Source: an optimization exercise on an open RTL-to-GDS flow (aim: small area, a short achievable clock period and few clock cycles). Production flows keep margins and buffers that such runs may drop. Where RTL was checked, it was by simulation tests only, not by an equivalence proof against the original.

## pcm_scaler
module pcm_scaler (
    input  wire        clk,
    input  wire        rst,           
    input  wire        cfg_wr,
    input  wire        cfg_w16,       
    input  wire        cfg_signed,    
    input  wire        cfg_order,     
    input  wire        gain_wr,
    input  wire [31:0] gain_data,     
    output wire [16:0] gain_q,
    input  wire        in_valid,
    input  wire [7:0]  in_byte,
    output reg         in_ready,
    output reg         out_valid,
    output reg  [15:0] out_duty,
    input  wire        out_ready
);
Size: about 700 cells after synthesis, roughly 94 flip-flops, roughly 7600 sq um of cells after synthesis.
==> flow/config.mk <==
export PLATFORM = sky130hd
export DESIGN_NAME = pcm_scaler
export DESIGN_NICKNAME = pcm_scaler
export VERILOG_FILES = /design/flow/design.v
export SDC_FILE = /design/flow/constraint.sdc
export NUM_CORES = 4
export LEC_CHECK = 0
export CAP_MARGIN = 20
export CORE_MARGIN = 2
export CORE_UTILIZATION = 40
export SLEW_MARGIN = 20
export SYNTH_HIERARCHICAL = 1
export SYNTH_MINIMUM_KEEP_SIZE = 0
==> flow/constraint.sdc <==
create_clock -name core_clock -period 15.0 [get_ports {clk}]
set_input_delay 3.0000 -clock core_clock [delete_from_list [all_inputs] [get_ports {clk}]]
set_output_delay 3.0000 -clock core_clock [all_outputs]
set_load 0.01 [all_outputs]
standard.sh (not shown) runs the stock make flow with config.mk's settings and CLKGATE_MAP_FILE= SYNTH_SCRIPT=/design/flow/synth_recipe.tcl, a recipe that flattens the netlist after the stock synthesis.
==> flow/flow/run.sh <==
#!/bin/bash
# Own layout flow: the standard ORFS flow (standard synthesis, floorplan,
# placement, CTS, routing) unchanged, except that the ports are buffered with
# the small sky130_fd_sc_hd__buf_1 instead of the delay buffer buffer_ports
# picks by default. Each run's full output goes to a log in this folder.
set -euo pipefail
export BUFFER_PORTS_ARGS="-buffer_cell sky130_fd_sc_hd__buf_1"
bash standard.sh finish > standard_flow.log 2>&1
The starting point produced a clean layout.
Rerun with:
==> flow/flow/run.sh (replaced) <==
#!/bin/bash
# Own layout flow: the standard ORFS flow (standard synthesis, floorplan,
# placement, CTS, routing) with two changes: the ports are buffered with the
# small sky130_fd_sc_hd__buf_1 instead of the delay buffer buffer_ports picks
# by default, and timing repair aims at a setup slack of SETUP_SLACK_MARGIN
# at the design's clock period, so it sizes the critical paths. Each run's
# full output goes to a log in this folder.
set -euo pipefail
export BUFFER_PORTS_ARGS="-buffer_cell sky130_fd_sc_hd__buf_1"
export SETUP_SLACK_MARGIN=10.3
bash standard.sh finish > standard_flow.log 2>&1
What happened: Hold slack barely changes; routed wire length is higher by 6.9%; global-route usage is higher by 1.0 points; synthesized area stays the same; via count is higher by 4.7%.
Rerun with:
--- a/flow/flow/run.sh
+++ b/flow/flow/run.sh
@@ -9,3 +9,3 @@
 export BUFFER_PORTS_ARGS="-buffer_cell sky130_fd_sc_hd__buf_1"
-export SETUP_SLACK_MARGIN=10.3
+export SETUP_SLACK_MARGIN=10.0
 bash standard.sh finish > standard_flow.log 2>&1
Final area fell by 1.1%.
Worst setup slack degrades by 0.13 ns.
Via count rose by 0.60%.
Routed wire length fell by 1.6%.
Synthesized cell count is unchanged.
Flip-flop and latch count is unchanged.
Rerun with:
--- a/flow/config.mk
+++ b/flow/config.mk
@@ -10,2 +10,4 @@
 export CORE_UTILIZATION = 40
+export CTS_BUF_LIST = sky130_fd_sc_hd__clkbuf_8
+export CTS_CLUSTER_SIZE = 24
 export SLEW_MARGIN = 20
Global-route usage barely changes.
Area after synthesis is unchanged.
Die area stays the same.
First-iteration DRC count drops by 3.9%.
Clock-buffer cell count drops by 3.
Non-clock buffer count drops by 1.
No run of this note included a check of the RTL's function; only the layout flow was run.

pcm_scaler, a different RTL version from the one above (not shown whole).
Size in the first run: roughly 910 cells after synthesis, roughly 92 flip-flops, roughly 84 I/O pins.
// pcm_scaler
module pcm_scaler (
    input  wire        clk,
    input  wire        rst,           
    input  wire        cfg_wr,
    input  wire        cfg_w16,       
    input  wire        cfg_signed,    
    input  wire        cfg_order,     
    input  wire        gain_wr,
    input  wire [31:0] gain_data,     
    output wire [16:0] gain_q,
    input  wire        in_valid,
    input  wire [7:0]  in_byte,
    output reg         in_ready,
    output reg         out_valid,
    output reg  [15:0] out_duty,
    input  wire        out_ready
);
    reg        a_w16;
    reg        a_signed;
    reg        a_order;
    reg [16:0] g;
    assign gain_q = g;
    always @(posedge clk) begin
        if (rst) begin
            a_w16    <= 1'b0;
            a_signed <= 1'b0;
            a_order  <= 1'b0;
            g        <= 17'h10000;
        end else begin
            if (cfg_wr) begin
                a_w16    <= cfg_w16;
                a_signed <= cfg_signed;
                a_order  <= cfg_order;
            end
            if (gain_wr) begin
                if (gain_data[31])
                    g <= 17'd0;
                else if (|gain_data[30:17] || (gain_data[16] && |gain_data[15:0]))
                    g <= 17'h10000;
                else
                    g <= gain_data[16:0];
            end
        end
    end
    reg        have_b0;
    reg [7:0]  b0;
    wire in_fire  = in_valid && in_ready;
    wire complete = in_fire && (!a_w16 || have_b0);
    reg [7:0]  xr;            
    reg [7:0]  hi;            
    reg [15:0] gs;            
    reg        m_valid;
    reg        m_w16;
    reg        m_pass2;       
    reg        neg;           
    wire flip = !a_signed;    
    wire do_p1, do_p2, do_8;
    always @(posedge clk) begin
        if (rst) begin
            have_b0 <= 1'b0;
        end else begin
            if (in_fire && a_w16 && !have_b0) begin
                b0      <= in_byte;
                have_b0 <= 1'b1;
            end else if (in_fire) begin
                have_b0 <= 1'b0;
            end
            if (cfg_wr)
                have_b0 <= 1'b0;
        end
  ...
Settings: LEC_CHECK=0, CAP_MARGIN=20, CORE_MARGIN=2, CORE_UTILIZATION=40, SLEW_MARGIN=20; clock period 15.0 ns.
run.sh (not shown) runs the stock make flow with config.mk's settings and CLKGATE_MAP_FILE= SYNTH_SCRIPT=/design/flow/synth_recipe.tcl, a recipe that flattens the netlist after the stock synthesis.
Stock flow here: none of the scripts above is used.
The starting point completed with no timing, DRC or antenna violations.
Testbench counts at the start, summed over its fixed seeds: cycles 22,711.
Next try:
--- a/flow/config.mk
+++ b/flow/config.mk
@@ -6,6 +6,6 @@
 export NUM_CORES = 4
 export LEC_CHECK = 0
-export CAP_MARGIN = 20
+export CAP_MARGIN = 50
 export CORE_MARGIN = 2
 export CORE_UTILIZATION = 40
-export SLEW_MARGIN = 20
+export SLEW_MARGIN = 75
=>
- flip-flop and latch count stays the same
- sequential share of layout area decreases by 0.52 points
- die area stays the same
- design area grows by a few percent

== sierra ==
pcm_scaler, a different RTL version from the one above (not shown whole).
Size in the first run: about 94 flip-flops, roughly 0.0079 mm2 of cells after synthesis.
Settings: LEC_CHECK=0, CAP_MARGIN=20, CORE_MARGIN=2, CORE_UTILIZATION=40, SLEW_MARGIN=20, SYNTH_HIERARCHICAL=1, SYNTH_MINIMUM_KEEP_SIZE=0; clock period 15.0 ns.
standard.sh (not shown) runs the stock make flow with config.mk's settings and CLKGATE_MAP_FILE= SYNTH_SCRIPT=/design/flow/synth_recipe.tcl, a recipe that flattens the netlist after the stock synthesis.
==> flow/flow/run.sh <==
#!/bin/bash
# Own layout flow: the standard ORFS flow (standard synthesis, floorplan,
# placement, CTS, routing) unchanged, except that the ports are buffered with
# the small sky130_fd_sc_hd__buf_1 instead of the delay buffer buffer_ports
# picks by default. Each run's full output goes to a log in this folder.
set -euo pipefail
export BUFFER_PORTS_ARGS="-buffer_cell sky130_fd_sc_hd__buf_1"
bash standard.sh finish > standard_flow.log 2>&1
sierra was carried through to the last stage, and its layout satisfied the timing, DRC and antenna checks.
diff inputs: sierra => cedar
==> flow/flow/run.sh <==
#!/bin/bash
# Own layout flow: the standard ORFS flow (standard synthesis, floorplan,
# placement, CTS, routing) with two changes: the ports are buffered with the
# small sky130_fd_sc_hd__buf_1 instead of the delay buffer buffer_ports picks
# by default, and timing repair aims at a setup slack of SETUP_SLACK_MARGIN
# at the design's clock period, so it sizes the critical paths. Each run's
# full output goes to a log in this folder.
set -euo pipefail
export BUFFER_PORTS_ARGS="-buffer_cell sky130_fd_sc_hd__buf_1"
export SETUP_SLACK_MARGIN=11.2
bash standard.sh finish > standard_flow.log 2>&1
## What came out
- Compared sierra against cedar; hold slack within noise.
- sierra was carried through to the last stage, and its layout satisfied the timing, DRC and antenna checks.
- cedar | status: complete | timing, DRC, antenna: pass
The following lists how amber was set up differently from cedar:
diff --git a/flow/flow/run.sh b/flow/flow/run.sh
--- a/flow/flow/run.sh
+++ b/flow/flow/run.sh
@@ -9,3 +9,3 @@
 export BUFFER_PORTS_ARGS="-buffer_cell sky130_fd_sc_hd__buf_1"
-export SETUP_SLACK_MARGIN=11.2
+export SETUP_SLACK_MARGIN=10.5
 bash standard.sh finish > standard_flow.log 2>&1
Against cedar, amber reports a number of clock buffers in the layout that is lower. The antenna diode count of cedar and that of amber are within noise of each other. Worst reg-to-reg path cell count is lower on amber. There was hardly any difference in hold slack between amber and cedar. amber vs cedar — met2 demand-to-capacity share in global routing dropped 3.0 points. Any difference in post-route fraction of the period consumed by the critical path between cedar and amber is small enough to ignore. Going from cedar to amber, DRC violations left barely changed, post-route cell area dropped about 8%. On layout cell share with drive strength beyond 1, the higher figure sits with cedar, not amber.
No functional check of the RTL was part of any run of this note.

pcm_scaler, a different RTL version from the one above (not shown whole).
Size: roughly 680 cells after synthesis, about 94 flip-flops, ~7500 um2 of cells after synthesis.
==> flow/design.v (excerpt) <==
module pcm_scaler (
    input  wire        clk,
    input  wire        rst,           
    input  wire        cfg_wr,
    input  wire        cfg_w16,       
    input  wire        cfg_signed,    
    input  wire        cfg_order,     
    input  wire        gain_wr,
    input  wire [31:0] gain_data,     
    output wire [16:0] gain_q,
    input  wire        in_valid,
    input  wire [7:0]  in_byte,
    output reg         in_ready,
    output reg         out_valid,
    output reg  [15:0] out_duty,
    input  wire        out_ready
);
    reg        a_w16;
    reg        a_signed;
    reg        a_order;
    reg [16:0] g;
    reg        g_max;         
    assign gain_q = g;
    always @(posedge clk) begin
        if (rst) begin
            a_w16    <= 1'b0;
            a_signed <= 1'b0;
            a_order  <= 1'b0;
            g        <= 17'h10000;
            g_max    <= 1'b1;
        end else begin
            if (cfg_wr) begin
                a_w16    <= cfg_w16;
                a_signed <= cfg_signed;
                a_order  <= cfg_order;
            end
            if (gain_wr) begin
                if (gain_data[31]) begin
                    g     <= 17'd0;
                    g_max <= 1'b0;
  ...
export LEC_CHECK = 0
export CAP_MARGIN = 20
export CORE_MARGIN = 2
export CORE_UTILIZATION = 40
export CTS_BUF_LIST = sky130_fd_sc_hd__clkbuf_8
export CTS_CLUSTER_SIZE = 24
export GPL_TIMING_DRIVEN = 1
export SLEW_MARGIN = 20
export SYNTH_HIERARCHICAL = 1
export SYNTH_MINIMUM_KEEP_SIZE = 0
create_clock -name core_clock -period 15.0 [get_ports {clk}]
==> flow/flow/run.sh <==
#!/bin/bash
# Own layout flow: the standard ORFS flow (standard synthesis, floorplan,
# placement, CTS, routing) unchanged, except that the ports are buffered with
# the small sky130_fd_sc_hd__buf_1 instead of the delay buffer buffer_ports
# picks by default. Each run's full output goes to a log in this folder.
set -euo pipefail
export BUFFER_PORTS_ARGS="-buffer_cell sky130_fd_sc_hd__buf_1"
bash standard.sh finish > standard_flow.log 2>&1
Testbench counts at the start, summed over its fixed seeds: cycles 22,711.
Rerun with:
Settings changed: CORE_UTILIZATION 40 to 50, GPL_TIMING_DRIVEN 1 to not set.
Result: The changed run ran to the end with no violations; count of clock-buffer cells in the layout rises by 1; design area is lower by 0.49%; global-route usage increases by 4.6 points; fmax went up by 0.49%.
Rerun with:
Settings changed: CELL_PAD_IN_SITES_DETAIL_PLACEMENT set to 0, CELL_PAD_IN_SITES_GLOBAL_PLACEMENT set to 0, CORE_UTILIZATION 50 to 40, PLACE_DENSITY set to 0.85.
The new run passed the timing, DRC and antenna checks.
Wire length drops by 6.5%.
Maximum frequency came out lower by 1.3%.
Die area went up by 24%.
Global-route usage decreases by 5.2 points.
Hold slack is better by 0.0040 ns.
Rerun with:
Settings changed: CELL_PAD_IN_SITES_DETAIL_PLACEMENT 0 to not set, CELL_PAD_IN_SITES_GLOBAL_PLACEMENT 0 to not set, CORE_UTILIZATION 40 to 60, GPL_TIMING_DRIVEN set to 1, PLACE_DENSITY 0.85 to not set.
What happened: Wire length went up by a few percent. Global-route usage rises by 11 points. Setup slack gets worse by 0.16 ns. Final cell count drops by a few percent. Cell area goes down slightly.

-- port drivers added, routing unchanged --
How much do the figures lean on ideal ports? The routed layouts below were timed once more, with nothing changed but the port constraints. Step 1 assumes that a clkbuf_16 drives the clock port and a buf_2 every other input. Step 2, shift: input delay + t, output delay - t, t = (earliest + latest rising clock arrival at the registers) / 2. This alone moves slack from input paths to output paths. a / b / c = ideal ports / drivers / drivers and shift; a / b = the first two.
run	t (ns)	setup slack, ns	latest minus earliest clock arrival (ns)
the first run of note 1	0.384	9.679 / 9.679 / 9.679	0.010 / 0.010
the second run of note 1	0.386	10.272 / 10.272 / 10.260	0.011 / 0.011
the third run of note 1	0.387	10.145 / 10.145 / 10.145	0.010 / 0.010
the fourth run of note 1	0.406	10.112 / 10.112 / 10.112	0.016 / 0.016
the first run of note 2	0.394	9.050 / 9.050 / 9.050	0.010 / 0.010
the second run of note 2	0.383	9.430 / 9.430 / 9.430	0.007 / 0.008
sierra	0.388	9.737 / 9.737 / 9.737	0.007 / 0.006
cedar	0.389	10.285 / 10.285 / 10.285	0.008 / 0.008
amber	0.386	10.270 / 10.270 / 10.265	0.012 / 0.012
the first run of note 4	0.410	9.721 / 9.721 / 9.721	0.019 / 0.019
the second run of note 4	0.401	9.746 / 9.746 / 9.746	0.006 / 0.007
the third run of note 4	0.414	9.678 / 9.678 / 9.678	0.018 / 0.017
the fourth run of note 4	0.415	9.522 / 9.522 / 9.522	0.012 / 0.013
After both steps every run listed still meets setup and hold. For the second run of note 1, which loses most, drivers alone change the setup slack by 0.000 ns; drivers and shift together by -0.012 ns.
